Background: an optimization exercise with open tools, aiming at small area, a short achievable clock period and few clock cycles per item. Do not read the settings as production practice.
Function was checked by simulation only, so behaviour that the tests miss may differ from the original.
Power and IR drop assume default switching activity.

**flow/design.v**
```verilog
module glyph_prescaler #(
    parameter N        = 4,      
    parameter SCREEN_W = 160     
) (
    input  wire        clk,
    input  wire        rst,             
    input  wire        start,           
    output wire        busy,
    output reg         done,            
    output reg         surf_rd_en,
    output reg  [12:0] surf_rd_addr,
    input  wire [7:0]  surf_rd_data,
    output reg         mask_wr_en,
    output reg  [8:0]  mask_wr_addr,
    output reg  [7:0]  mask_wr_data,
    output reg  [7:0]  mask_wr_be
);
    localparam SRC_W  = 8 * N;
    localparam SRC_H  = 8;
    localparam MASK_W = 3 * SRC_W;
    localparam [2:0] S_IDLE   = 3'd0,
                     S_GATHER = 3'd1,    
                     S_WAIT   = 3'd2,    
                     S_S3X    = 3'd3,
                     S_EMIT   = 3'd4;    
    reg [2:0] state;
    reg [7:0] x;             
    reg [2:0] y;             
    reg [3:0] k;             
    reg [1:0] nb [0:8];      
    reg [1:0] p  [0:8];      
    wire edge_l = (x != 0);
    wire edge_r = (x != SRC_W - 1);
    wire edge_t = (y != 0);
    wire edge_b = (y != SRC_H - 1);
    wire [8:0] pres;
    assign pres[0] = edge_l & edge_t;
    assign pres[1] = edge_t;
    assign pres[2] = edge_r & edge_t;
    assign pres[3] = edge_l;
    assign pres[4] = 1'b1;
    assign pres[5] = edge_r;
    assign pres[6] = edge_l & edge_b;
    assign pres[7] = edge_b;
    assign pres[8] = edge_r & edge_b;
    reg  [1:0] kx, ky;       
    always @(*) begin
        case (k)
            4'd0: begin kx = 2'd0; ky = 2'd0; end
            4'd1: begin kx = 2'd1; ky = 2'd0; end
            4'd2: begin kx = 2'd2; ky = 2'd0; end
            4'd3: begin kx = 2'd0; ky = 2'd1; end
            4'd4: begin kx = 2'd1; ky = 2'd1; end
            4'd5: begin kx = 2'd2; ky = 2'd1; end
            4'd6: begin kx = 2'd0; ky = 2'd2; end
            4'd7: begin kx = 2'd1; ky = 2'd2; end
            default: begin kx = 2'd2; ky = 2'd2; end
        endcase
    end
    wire [8:0]  nx = {1'b0, x} + kx - 9'd1;
    wire [3:0]  ny = {1'b0, y} + ky - 4'd1;
    wire [15:0] soff = ny * SCREEN_W + nx;       
    wire [1:0]  shift_sel = soff[1:0];
    localparam A = 0, B = 1, C = 2, D = 3, E = 4, F = 5, G = 6, H = 7, I = 8;
    wire eq_db = pres[D] && pres[B] && (nb[D] == nb[B]);
    wire eq_dh = pres[D] && pres[H] && (nb[D] == nb[H]);
    wire eq_bf = pres[B] && pres[F] && (nb[B] == nb[F]);
    wire eq_fh = pres[F] && pres[H] && (nb[F] == nb[H]);
    wire eq_ea = pres[A] && (nb[E] == nb[A]);
    wire eq_ec = pres[C] && (nb[E] == nb[C]);
    wire eq_eg = pres[G] && (nb[E] == nb[G]);
    wire eq_ei = pres[I] && (nb[E] == nb[I]);
    wire k1 = eq_db && !eq_dh && !eq_bf;
    wire k3 = eq_bf && !eq_db && !eq_fh;
    wire k7 = eq_dh && !eq_fh && !eq_db;
    wire k9 = eq_fh && !eq_bf && !eq_dh;
    wire [1:0] s3x [0:8];
    assign s3x[0] = k1 ? nb[D] : nb[E];
    assign s3x[1] = ((k1 && !eq_ec) || (k3 && !eq_ea)) ? nb[B] : nb[E];
    assign s3x[2] = k3 ? nb[F] : nb[E];
    assign s3x[3] = ((k7 && !eq_ea) || (k1 && !eq_eg)) ? nb[D] : nb[E];
    assign s3x[4] = nb[E];
    assign s3x[5] = ((k3 && !eq_ei) || (k9 && !eq_ec)) ? nb[F] : nb[E];
    assign s3x[6] = k7 ? nb[D] : nb[E];
    assign s3x[7] = ((k9 && !eq_eg) || (k7 && !eq_ei)) ? nb[H] : nb[E];
    assign s3x[8] = k9 ? nb[F] : nb[E];
    wire [15:0] moff = ({3'b0, y} * 3 + ky) * MASK_W + {8'b0, x} * 3 + kx;
    assign busy = (state != S_IDLE);
    always @(*) begin
        surf_rd_en   = (state == S_GATHER) && pres[k];
        surf_rd_addr = soff[14:2];
        mask_wr_en   = (state == S_EMIT);
        mask_wr_addr = moff[11:3];
        mask_wr_be   = 8'h80 >> moff[2:0];
        mask_wr_data = (p[k] != 2'd0) ? mask_wr_be : 8'h00;
    end
    integer j;
    always @(posedge clk) begin
        if (rst) begin
            state <= S_IDLE;
            done  <= 1'b0;
            x     <= 8'd0;
            y     <= 3'd0;
            k     <= 4'd0;
        end else begin
            done <= 1'b0;
            case (state)
                S_IDLE: begin
                    if (start) begin
                        x     <= 8'd0;
                        y     <= 3'd0;
                        k     <= 4'd0;
                        state <= S_GATHER;
                    end
                end
                S_GATHER: begin
                    if (pres[k]) begin
                        state <= S_WAIT;
                    end else if (k == 4'd8) begin
                        state <= S_S3X;
                    end else begin
                        k <= k + 4'd1;
                    end
                end
                S_WAIT: begin
                    case (shift_sel)
                        2'd0: nb[k] <= surf_rd_data[1:0];
                        2'd1: nb[k] <= surf_rd_data[3:2];
                        2'd2: nb[k] <= surf_rd_data[5:4];
                        default: nb[k] <= surf_rd_data[7:6];
                    endcase
                    if (k == 4'd8) begin
                        state <= S_S3X;
                    end else begin
                        k     <= k + 4'd1;
                        state <= S_GATHER;
                    end
                end
                S_S3X: begin
                    for (j = 0; j < 9; j = j + 1)
                        p[j] <= s3x[j];
                    k     <= 4'd0;
                    state <= S_EMIT;
                end
                S_EMIT: begin
                    if (k == 4'd8) begin
                        k <= 4'd0;
                        if (x == SRC_W - 1) begin
                            x <= 8'd0;
                            if (y == SRC_H - 1) begin
                                state <= S_IDLE;
                                done  <= 1'b1;
                            end else begin
                                y     <= y + 3'd1;
                                state <= S_GATHER;
                            end
                        end else begin
                            x     <= x + 8'd1;
                            state <= S_GATHER;
                        end
                    end else begin
                        k <= k + 4'd1;
                    end
                end
                default: state <= S_IDLE;
            endcase
        end
    end
endmodule
```
**flow/run.sh**
```bash
#!/bin/bash
# synth_recipe.tcl (not shown) runs the flow's synth.tcl, then flattens the netlist and writes it again
# the make line also repeats each setting of config.mk as NAME=value (left out here)
make -C /OpenROAD-flow-scripts/flow DESIGN_CONFIG=/design/flow/config.mk WORK_HOME=/design/flow/orfs CLKGATE_MAP_FILE= SYNTH_SCRIPT=/design/flow/synth_recipe.tcl finish
```
**flow/config.mk**
```make
export PLATFORM = sky130hd
export DESIGN_NAME = glyph_prescaler
export DESIGN_NICKNAME = glyph_prescaler
export VERILOG_FILES = /design/flow/design.v
export SDC_FILE = /design/flow/constraint.sdc
export NUM_CORES = 4
export LEC_CHECK = 0
export CAP_MARGIN = 20
export CORE_MARGIN = 2
export CORE_UTILIZATION = 40
export PLACE_DENSITY = 0.6
export SLEW_MARGIN = 20
```
**flow/constraint.sdc**
```tcl
create_clock -name core_clock -period 7.0 [get_ports {clk}]
set_input_delay 1.4000 -clock core_clock [delete_from_list [all_inputs] [get_ports {clk}]]
set_output_delay 1.4000 -clock core_clock [all_outputs]
set_load 0.01 [all_outputs]
```
==> qor.txt <==
status -> complete, no violations
Leakage -> 2.50 nW
Power Density -> 164 mW/mm²
area of placed instances -> 0.00560 mm²
Mapped Area -> 0.00498 mm²
Seq pwr share -> 38.6%
Hold WS -> 0.550 ns
post-synth cell types -> 62
CP endpoint kind -> primary output
maximum clock path buffer count -> 2
diodes inserted -> 0
total die area -> 0.0134 mm²
worst hold path class -> flip-flop to flip-flop
Seq/Total Area, Yosys -> 30.9%
Detail Route met3 WL -> 397 µm
max layer used -> met4
YS warnings -> 2
DR vias/cell -> 5.13
Post-synth EDFFs -> 36
DRC -> 0
number of max-cap violations -> 0
TritonCTS Buffers -> 9
wire per inst -> 15.0 µm
Routed Antenna Nets -> 0
HPWL after detailed placement -> 8.63 mm
clk slew on worst S/H paths -> 0.05 ns
I/O Pins -> 53
design area -> 0.00590 mm²
area grow syn2layout -> 18.5%
worst skew pair latency -> 0.33 ns
Layout Nets -> 661
GRT Util Overall -> 17.7%
switching part of the total power -> 25.3%
height of the die -> 116 µm
# hold bufs at CTS -> 0
num rows -> 40
total core area -> 0.0121 mm²
Hold Fails Final Rpt -> 0
clock sinks -> 59
first-pass GRT wire length -> 18.7 mm
fin cells -> 747
Clock power frac -> 46.0%
Rel. slew slack -> 30.6%
vias -> 3829
ys async rst share -> 0%
initial DRC count -> 121
Mean Syn Cell Area -> 9.43 µm²
cts repair resizes -> 0
share of layout cells above drive strength 1 -> 8.12%
final-report max-slew violation count -> 0
largest net degree at the start of global routing -> 20
Synth Instances -> 528
setup ws final -> 0.514 ns
most frequent cells in the layout -> ha_1, inv_1, nor2_1, clkdlybuf4s50_1
placer congestion estimate -> 0.845
Starting Density -> 41.3%
Least-Margin Pin Slew -> 1.04 ns
period utilization -> 92.7%
vias in the first global route -> 3744
Setup Skew -> 0.00963 ns
met2 wire len -> 5.57 mm
placed insts -> 731
combinational share of power -> 15.4%
setup TNS -> 0 ns
Port Buf Inserts -> 50
Post-CTS Setup Bufs -> 0
highest clock rate -> 154 MHz
Arr. time, crit path -> 5.09 ns
pre-CTS setup slack -> 0.824 ns
crit path max fanout -> 12
commonest non-fill, non-tap cell in the layout -> ha_1
final wirelength -> 11.2 mm
Setup crit start kind -> flip-flop
DIE WIDTH -> 116 µm
prevailing post-synth register cell -> edfxtp_1
DRT Pass-1 Iters -> 4
gr ovfl total -> 0
internal power -> 722 µW
Psw -> 245 µW
number of synthesized register bits -> 59
initial antenna violation count -> 0
H-Tree Depth -> 3
Final setup viols -> 0
clock period minus final worst setup slack -> 6.49 ns
critical path required time -> 5.60 ns
peak supply drop -> 129 µV
wl on met1 -> 5.12 mm
Setup CP Type -> flip-flop to primary output
CTS root buffer -> clkbuf_16
RSZ-0062 raised after global routing -> false
CTS tree -> done
==> worst max-delay path, cell delays in order, from the launching register on <==
cell and delay, ns:
dfxtp_1 0.58, nor2_1 0.13, inv_1 0.09, fa_1 0.42, ha_1 0.23, inv_1 0.07, fa_1 0.45, fa_1 0.56
inv_1 0.05, fa_1 0.44, ha_1 0.33, or2_2 0.30, o31a_1 0.13, a31oi_1 0.18, o21ai_0 0.12, xnor2_1 0.14
clkdlybuf4s50_1 0.55
==> sequential cells by signal, indices dropped and copies added (netlist names), named ones only <==
name   cells
nb        18
p         18
done       1
y          3
state      3
k          4
x          8
==> kinds of logic (layout without fill, tap and decap cells) <==
family / Yosys count / count (layout) / share of synthesized area [%]
AO/OA/AOI/OAI: 88 / 88 / 11.7
multiplexers: 27 / 27 / 6.08
adder cells (fa/ha/maj): 76 / 76 / 20.9
buffers and inverters: 74 / 124 / 6.43
XOR/XNOR: 50 / 50 / 8.79
AND/OR/NAND/NOR: 153 / 153 / 15.0
flip-flops: 59 / 59 / 30.9
other: 1 / 2 / 0.0753
==> Yosys cell counts, types with 2 or more instances <==
library cell / number / area share (%)
nand3b_1: 2 / 0.30
nand2_1: 36 / 2.7
nor3_1: 14 / 1.4
o21bai_1: 3 / 0.45
fa_1: 12 / 4.8
o211ai_1: 4 / 0.60
ha_1: 64 / 16
xor2_1: 23 / 4.0
and3_1: 8 / 1.0
dfxtp_1: 23 / 9.2
mux2_1: 2 / 0.45
or2_2: 3 / 0.38
and4_1: 2 / 0.35
clkbuf_1: 8 / 0.60
inv_1: 56 / 4.2
buf_4: 5 / 0.75
xnor2_1: 27 / 4.7
nor4_1: 4 / 0.50
nand4_1: 7 / 0.88
nor3b_1: 3 / 0.45
mux2_2: 16 / 3.6
nor2_1: 50 / 3.8
edfxtp_1: 36 / 22
and2_1: 2 / 0.25
a21o_1: 11 / 1.7
or3_1: 3 / 0.38
mux2i_1: 7 / 1.4
a22oi_1: 2 / 0.30
nand3_1: 3 / 0.30
a21oi_1: 26 / 2.6
o21ai_0: 17 / 1.7
mux2_4: 2 / 0.60
a211oi_1: 3 / 0.45
o22ai_1: 5 / 0.63
nand2b_1: 5 / 0.63
a31oi_1: 2 / 0.25
nor2b_1: 5 / 0.63
buf_6: 3 / 0.68
==> final cells by class <==
class,instances,area (µm²)
clock buffer,9,225
clock inverter,7,76.3
fill,1114,6160
inverter,57,214
multi-input combinational,396,3130
sequential,59,1540
tap,168,210
timing repair buffer,51,508
==> metrics by stage <==
step / util [%] / total power [mW]
2_1_floorplan: - / 0.469
3_3_place_gp: 46.4 / 0.529
3_5_place_dp: 46.4 / 0.530
4_1_cts: 48.9 / 0.975
5_1_grt: 48.9 / 1.01
6_report: 48.9 / 0.967
==> path summary, 6_finish.rpt <==
kind	from	end	slack (ns)	cells past startpoint
setup reg to reg	k[0]$_SDFFE_PP0N_	flip-flop	3.35	13
hold / removal	y[1]$_SDFFE_PP0P_	y[1]$_SDFFE_PP0P_	0.55	2
setup / recovery	k[3]$_SDFFE_PP0P_	mask_wr_addr[7]	0.51	16
hold reg to reg	y[1]$_SDFFE_PP0P_	y[1]$_SDFFE_PP0P_	0.55	2
==> power groups by stage <==
stage,Combinational (mW),Clock [mW],Sequential [mW]
4_1_cts,0.151,0.451,0.373
3_3_place_gp,0.148,0,0.380
3_5_place_dp,0.150,0,0.380
5_1_grt,0.165,0.467,0.373
2_1_floorplan,0.0908,0,0.378
6_report,0.149,0.445,0.373
==> metal layers <==
layer / global-route usage (%) / vias to the layer above
li1: - / 1917
met1: 22.8 / 1830
met2: 30.5 / 74
met3: 3.87 / 8
met4: 4.10 / 0
met5: 0 / -
Testbench counts, summed over its fixed seeds: cycles 332,792, jobs 48.

## what the ideal ports hide
Ports are ideal in the flow. The routed layout listed here was re-timed in OpenROAD. Step 1, drivers: a clkbuf_16 drives clk and a buf_2 each remaining input, both assumed. Step 2 also shifts input and output timing later by t, the mid clock arrival at the registers, as if the neighbouring blocks saw the same clock. Slacks: ideal ports / drivers / drivers and shift; pairs: ideal ports / drivers.
t, ns: 0.367
setup WS [ns]: 0.514 / 0.475 / 0.842
slew at the worst register clock pin (ns): 0.06 / 0.06
worst slew at a driven data input, ns: 0.05
After both steps setup and hold are still met in this run. The setup slack of this run moves by -0.039 ns with the drivers and by +0.328 ns with both steps.
